From an optimization exercise on the open Yosys and OpenROAD flow, aimed at small area and few clock cycles; shortcuts taken in it are not production practice. RTL that was checked went through simulation tests only; none was proved equivalent to the original. No activity file was given, so power comes from the tool's default toggle rates.

==> 08-24: inputs <==
==> flow/design.v <==
module lifx_registry (
    input  wire [15:0] mtype,
    output reg         known,
    output reg  [6:0]  plen,
    output wire [6:0]  last_idx
);
    always @(*) begin
        known = 1'b1;
        case (mtype)
            16'd2:   plen = 7'd0;    
            16'd3:   plen = 7'd5;    
            16'd12:  plen = 7'd0;    
            16'd13:  plen = 7'd14;   
            16'd14:  plen = 7'd0;    
            16'd15:  plen = 7'd20;   
            16'd16:  plen = 7'd0;    
            16'd17:  plen = 7'd14;   
            16'd18:  plen = 7'd0;    
            16'd19:  plen = 7'd20;   
            16'd20:  plen = 7'd0;    
            16'd21:  plen = 7'd6;    
            16'd22:  plen = 7'd2;    
            16'd23:  plen = 7'd0;    
            16'd24:  plen = 7'd32;   
            16'd25:  plen = 7'd32;   
            16'd32:  plen = 7'd0;    
            16'd33:  plen = 7'd12;   
            16'd34:  plen = 7'd0;    
            16'd35:  plen = 7'd24;   
            16'd45:  plen = 7'd0;    
            16'd48:  plen = 7'd0;    
            16'd49:  plen = 7'd56;   
            16'd50:  plen = 7'd56;   
            16'd51:  plen = 7'd0;    
            16'd52:  plen = 7'd56;   
            16'd53:  plen = 7'd56;   
            16'd54:  plen = 7'd0;    
            16'd55:  plen = 7'd56;   
            16'd56:  plen = 7'd56;   
            16'd58:  plen = 7'd64;   
            16'd59:  plen = 7'd64;   
            16'd101: plen = 7'd0;    
            16'd102: plen = 7'd13;   
            16'd103: plen = 7'd21;   
            16'd107: plen = 7'd52;   
            16'd116: plen = 7'd0;    
            16'd117: plen = 7'd6;    
            16'd118: plen = 7'd2;    
            16'd119: plen = 7'd25;   
            16'd120: plen = 7'd0;    
            16'd121: plen = 7'd2;    
            16'd122: plen = 7'd2;    
            default: begin
                known = 1'b0;
                plen  = 7'd0;
            end
        endcase
    end
    assign last_idx = 7'd35 + plen;
endmodule
module lifx_assembler (
    input  wire         clk,
    input  wire         rst,
    input  wire         req_valid,
    output wire         req_ready,
    input  wire [11:0]  hdr_protocol,
    input  wire         hdr_addressable,
    input  wire         hdr_tagged,
    input  wire [1:0]   hdr_origin,
    input  wire [31:0]  hdr_source,
    input  wire [63:0]  hdr_target,
    input  wire [47:0]  hdr_site_id,
    input  wire         hdr_res_required,
    input  wire         hdr_ack_required,
    input  wire [7:0]   hdr_sequence,
    input  wire [63:0]  hdr_timestamp,
    input  wire [15:0]  pld_type,
    input  wire [511:0] pld_data,
    output wire         tx_valid,
    output wire         tx_last,
    output wire [7:0]   tx_data,
    input  wire         tx_ready,
    output wire         res_valid,
    output wire [3:0]   res_status
);
    localparam [3:0] ST_OK           = 4'd0;
    localparam [3:0] ST_UNKNOWN_TYPE = 4'd5;
    wire       reg_known;
    wire [6:0] reg_plen;
    wire [6:0] reg_last;
    lifx_registry u_registry (
        .mtype    (pld_type),
        .known    (reg_known),
        .plen     (reg_plen),
        .last_idx (reg_last)
    );
    reg  [6:0] idx;                       
    wire offer = req_valid && !rst;
    assign tx_valid  = offer && reg_known;
    assign tx_last   = (idx == reg_last);
    wire   tx_fire   = tx_valid && tx_ready;
    assign req_ready = !rst && (!reg_known || (tx_ready && tx_last));
    assign res_valid  = offer && req_ready;
    assign res_status = reg_known ? ST_OK : ST_UNKNOWN_TYPE;
    always @(posedge clk) begin
        if (rst)
            idx <= 7'd0;
        else if (tx_fire)
            idx <= tx_last ? 7'd0 : idx + 7'd1;
    end
    wire [15:0] size = 16'd36 + {9'd0, reg_plen};
    wire [287:0] hdr_bytes;
    assign hdr_bytes[15:0]    = size;
    assign hdr_bytes[31:16]   = {hdr_origin, hdr_tagged, hdr_addressable, hdr_protocol};
    assign hdr_bytes[63:32]   = hdr_source;
    assign hdr_bytes[127:64]  = hdr_target;
    assign hdr_bytes[175:128] = hdr_site_id;
    assign hdr_bytes[183:176] = {6'b000000, hdr_ack_required, hdr_res_required};
    assign hdr_bytes[191:184] = hdr_sequence;
    assign hdr_bytes[255:192] = hdr_timestamp;
    assign hdr_bytes[271:256] = pld_type;
    assign hdr_bytes[287:272] = 16'h0000;
    wire [799:0] frame = {pld_data[511:0], hdr_bytes};
    wire [7:0]  lo_hot = 8'd1  << idx[2:0];
    wire [15:0] hi_hot = 16'd1 << idx[6:3];
    wire [7:0]  sel;
    genvar gb, gh, gl;
    generate
        for (gb = 0; gb < 8; gb = gb + 1) begin : g_bit
            wire [12:0] grp;
            for (gh = 0; gh < 13; gh = gh + 1) begin : g_grp
                wire [7:0] terms;
                for (gl = 0; gl < 8; gl = gl + 1) begin : g_byte
                    if (8*gh + gl < 100)
                        assign terms[gl] = lo_hot[gl] & frame[8*(8*gh + gl) + gb];
                    else
                        assign terms[gl] = 1'b0;
                end
                assign grp[gh] = hi_hot[gh] & (|terms);
            end
            assign sel[gb] = |grp;
        end
    endgenerate
    wire is_13_17 = (pld_type == 16'd13)  || (pld_type == 16'd17);
    wire is_15_19 = (pld_type == 16'd15)  || (pld_type == 16'd19);
    wire is_res0  = (pld_type == 16'd102) || (pld_type == 16'd103) ||
                    (pld_type == 16'd119);
    wire is_107   = (pld_type == 16'd107);
    wire reserved = (is_13_17 && (idx == 7'd48 || idx == 7'd49)) ||
                    (is_15_19 && (idx >= 7'd44 && idx <= 7'd51)) ||
                    (is_res0  && (idx == 7'd36)) ||
                    (is_107   && (idx == 7'd44 || idx == 7'd45 ||
                                  (idx >= 7'd80 && idx <= 7'd87)));
    assign tx_data = reserved ? 8'h00 : sel;
endmodule
==> flow/flow/run.sh <==
#!/bin/bash
# Standard layout, with the port buffers made of the smallest buffer cell
# (buf_1) instead of the cell buffer_ports picks by default.
set -euo pipefail
bash standard.sh 'BUFFER_PORTS_ARGS=-buffer_cell sky130_fd_sc_hd__buf_1' finish > orfs_make.log 2>&1
==> flow/standard.sh <==
#!/bin/bash
# synth_recipe.tcl (not shown) runs the flow's synth.tcl, then flattens the netlist and writes it again
# the make line also repeats each setting of config.mk as NAME=value (left out here)
make -C /OpenROAD-flow-scripts/flow DESIGN_CONFIG=/design/flow/config.mk WORK_HOME=/design/flow/orfs CLKGATE_MAP_FILE= SYNTH_SCRIPT=/design/flow/synth_recipe.tcl "${@:-finish}"
==> flow/config.mk <==
export PLATFORM = sky130hd
export DESIGN_NAME = lifx_assembler
export DESIGN_NICKNAME = lifx_assembler
export VERILOG_FILES = /design/flow/design.v
export SDC_FILE = /design/flow/constraint.sdc
export NUM_CORES = 4
export LEC_CHECK = 0
export CAP_MARGIN = 20
export CORE_AREA = 5 5 275 275
export DIE_AREA = 0 0 280 280
export SLEW_MARGIN = 20
==> flow/constraint.sdc <==
create_clock -name core_clock -period 8.0 [get_ports {clk}]
set_input_delay 1.6000 -clock core_clock [delete_from_list [all_inputs] [get_ports {clk}]]
set_output_delay 1.6000 -clock core_clock [all_outputs]
set_load 0.01 [all_outputs]
==> 03-26: changes against 08-24 <==
--- a/flow/design.v
+++ b/flow/design.v
@@ -125,19 +125,12 @@
     wire [15:0] hi_hot = 16'd1 << idx[6:3];
     wire [7:0]  sel;
-    genvar gb, gh, gl;
+    genvar gb, gj;
     generate
         for (gb = 0; gb < 8; gb = gb + 1) begin : g_bit
-            wire [12:0] grp;
-            for (gh = 0; gh < 13; gh = gh + 1) begin : g_grp
-                wire [7:0] terms;
-                for (gl = 0; gl < 8; gl = gl + 1) begin : g_byte
-                    if (8*gh + gl < 100)
-                        assign terms[gl] = lo_hot[gl] & frame[8*(8*gh + gl) + gb];
-                    else
-                        assign terms[gl] = 1'b0;
-                end
-                assign grp[gh] = hi_hot[gh] & (|terms);
+            wire [99:0] terms;
+            for (gj = 0; gj < 100; gj = gj + 1) begin : g_byte
+                assign terms[gj] = lo_hot[gj % 8] & hi_hot[gj / 8] & frame[8*gj + gb];
             end
-            assign sel[gb] = |grp;
+            assign sel[gb] = |terms;
         end
     endgenerate
==> flow/run.sh (new file) <==
#!/bin/bash
# synth_recipe.tcl (not shown) runs the flow's synth.tcl, then flattens the netlist and writes it again
# the make line also repeats each setting of config.mk as NAME=value (left out here)
make -C /OpenROAD-flow-scripts/flow DESIGN_CONFIG=/design/flow/config.mk WORK_HOME=/design/flow/orfs CLKGATE_MAP_FILE= SYNTH_SCRIPT=/design/flow/synth_recipe.tcl finish
--- a/flow/config.mk
+++ b/flow/config.mk
@@ -7,5 +7,5 @@
 export LEC_CHECK = 0
 export CAP_MARGIN = 20
-export CORE_AREA = 5 5 275 275
-export DIE_AREA = 0 0 280 280
+export CORE_AREA = 5 5 395 395
+export DIE_AREA = 0 0 400 400
 export SLEW_MARGIN = 20
removed: flow/flow/run.sh
removed: flow/standard.sh
==> 04-10: changes against 08-24 <==
--- a/flow/config.mk
+++ b/flow/config.mk
@@ -7,5 +7,5 @@
 export LEC_CHECK = 0
 export CAP_MARGIN = 20
-export CORE_AREA = 5 5 275 275
-export DIE_AREA = 0 0 280 280
+export CORE_AREA = 5 5 155 155
+export DIE_AREA = 0 0 160 160
 export SLEW_MARGIN = 20
==> notes <==
08-24 completed with no timing, DRC or antenna violations. 04-10 died in 3_2_place_iop, error PPL-0024. 03-26 finished with timing, DRC and antenna clean. In 03-26 the setup slack is lower than in 08-24, by 0.46 ns. Flip-flop and latch count is the same in 03-26 and 08-24. In 03-26 the critical path depth is lower than in 08-24, by 2. In 08-24 the via count is lower than in 03-26, by 20%. Of 08-24 and 03-26, 03-26 has the higher non-clock buffer count (gap 110). Synthesized cell count is the same in 08-24 and 04-10. Clock-buffer cell count is the same in 03-26 and 08-24. Combinational power: 03-26 is higher than 08-24 (71%). Sequential power: 08-24 is higher than 03-26 (about 5%). Total power: 08-24 is lower than 03-26 (33%).
==> figures <==
Inverter count: 04-10 -; 08-24 13; 03-26 14
Clock tree cell share of total cell area: 04-10 -; 08-24 0.00759; 03-26 0.00430
Logic pwr share: 04-10 -; 08-24 0.699; 03-26 0.802
Path class of the lowest-slack min-delay path: 04-10 -; 08-24 register to register; 03-26 register to register
Post-synthesis cell type with the largest combined area: 04-10 sky130_fd_sc_hd__a222oi_1; 08-24 sky130_fd_sc_hd__a222oi_1; 03-26 sky130_fd_sc_hd__a22oi_1
Hold Vio Cnt, Final: 04-10 -; 08-24 0; 03-26 0
Most frequent CP cell: 04-10 -; 08-24 sky130_fd_sc_hd__nor2_1; 03-26 sky130_fd_sc_hd__ha_1
Final GP Congestion: 04-10 -; 08-24 0.919; 03-26 1.03
Count of non-CTS buffers in the layout: 04-10 -; 08-24 811; 03-26 921
Wire length the detailed router placed on met1: 04-10 -; 08-24 31,400 um; 03-26 67,100 um
ANT cells: 04-10 -; 08-24 18; 03-26 116
Antenna violations before repair: 04-10 -; 08-24 49; 03-26 279
Clock power share: 04-10 -; 08-24 0.211; 03-26 0.141
I/O pin count: 04-10 -; 08-24 782; 03-26 782
Run status: 04-10 aborted with a tool error; 08-24 no timing/DRC/antenna violations; 03-26 no timing/DRC/antenna violations
Last stage reached: 04-10 3_2_place_iop; 08-24 -; 03-26 -
Max reg flops: 04-10 -; 08-24 7; 03-26 7
Average detailed-routed wire length per instance: 04-10 -; 08-24 31.9 um; 03-26 47.3 um
Ratio of routed vias to standard cells: 04-10 -; 08-24 5.00; 03-26 4.04
Maximum root-to-sink buffer count: 04-10 -; 08-24 2; 03-26 2
Number of sequential cells: 04-10 -; 08-24 7; 03-26 7
Largest driver fanout on the critical path: 04-10 -; 08-24 12; 03-26 8
Testbench counts of 03-26, summed over its fixed seeds: cycles 77,707.
No functional check of the RTL was part of 08-24 and 04-10.

## re-timing with driven ports
No port has a modelled driver above. Below, the same layouts with a new extraction and two added sets of constraints.
Step 1 (the two cells are an assumption about what drives the block):
set clk [get_ports {clk}]
set_driving_cell -lib_cell sky130_fd_sc_hd__clkbuf_16 $clk
set_driving_cell -lib_cell sky130_fd_sc_hd__buf_2 [delete_from_list [all_inputs] $clk]
Step 2 times the ports against the registers' clock, not the clock port: input delays grow and output delays shrink by t, the midpoint of the rising clock arrivals with the driver on.
Three values: ideal ports, drivers, drivers and shift; two values: the first two.
run	shift t [ns]	setup WS [ns]	worst setup path at the end	worst data-port slew with drivers (ns)
08-24	0.266	0.888 / 0.864 / 0.864	input to output	0.28
03-26	0.280	0.425 / 0.330 / 0.330	input to output	0.28
After both steps setup and hold are still met in every run listed. The setup slack of 03-26, which loses most, moves by -0.095 ns with the drivers and by -0.095 ns with both steps.
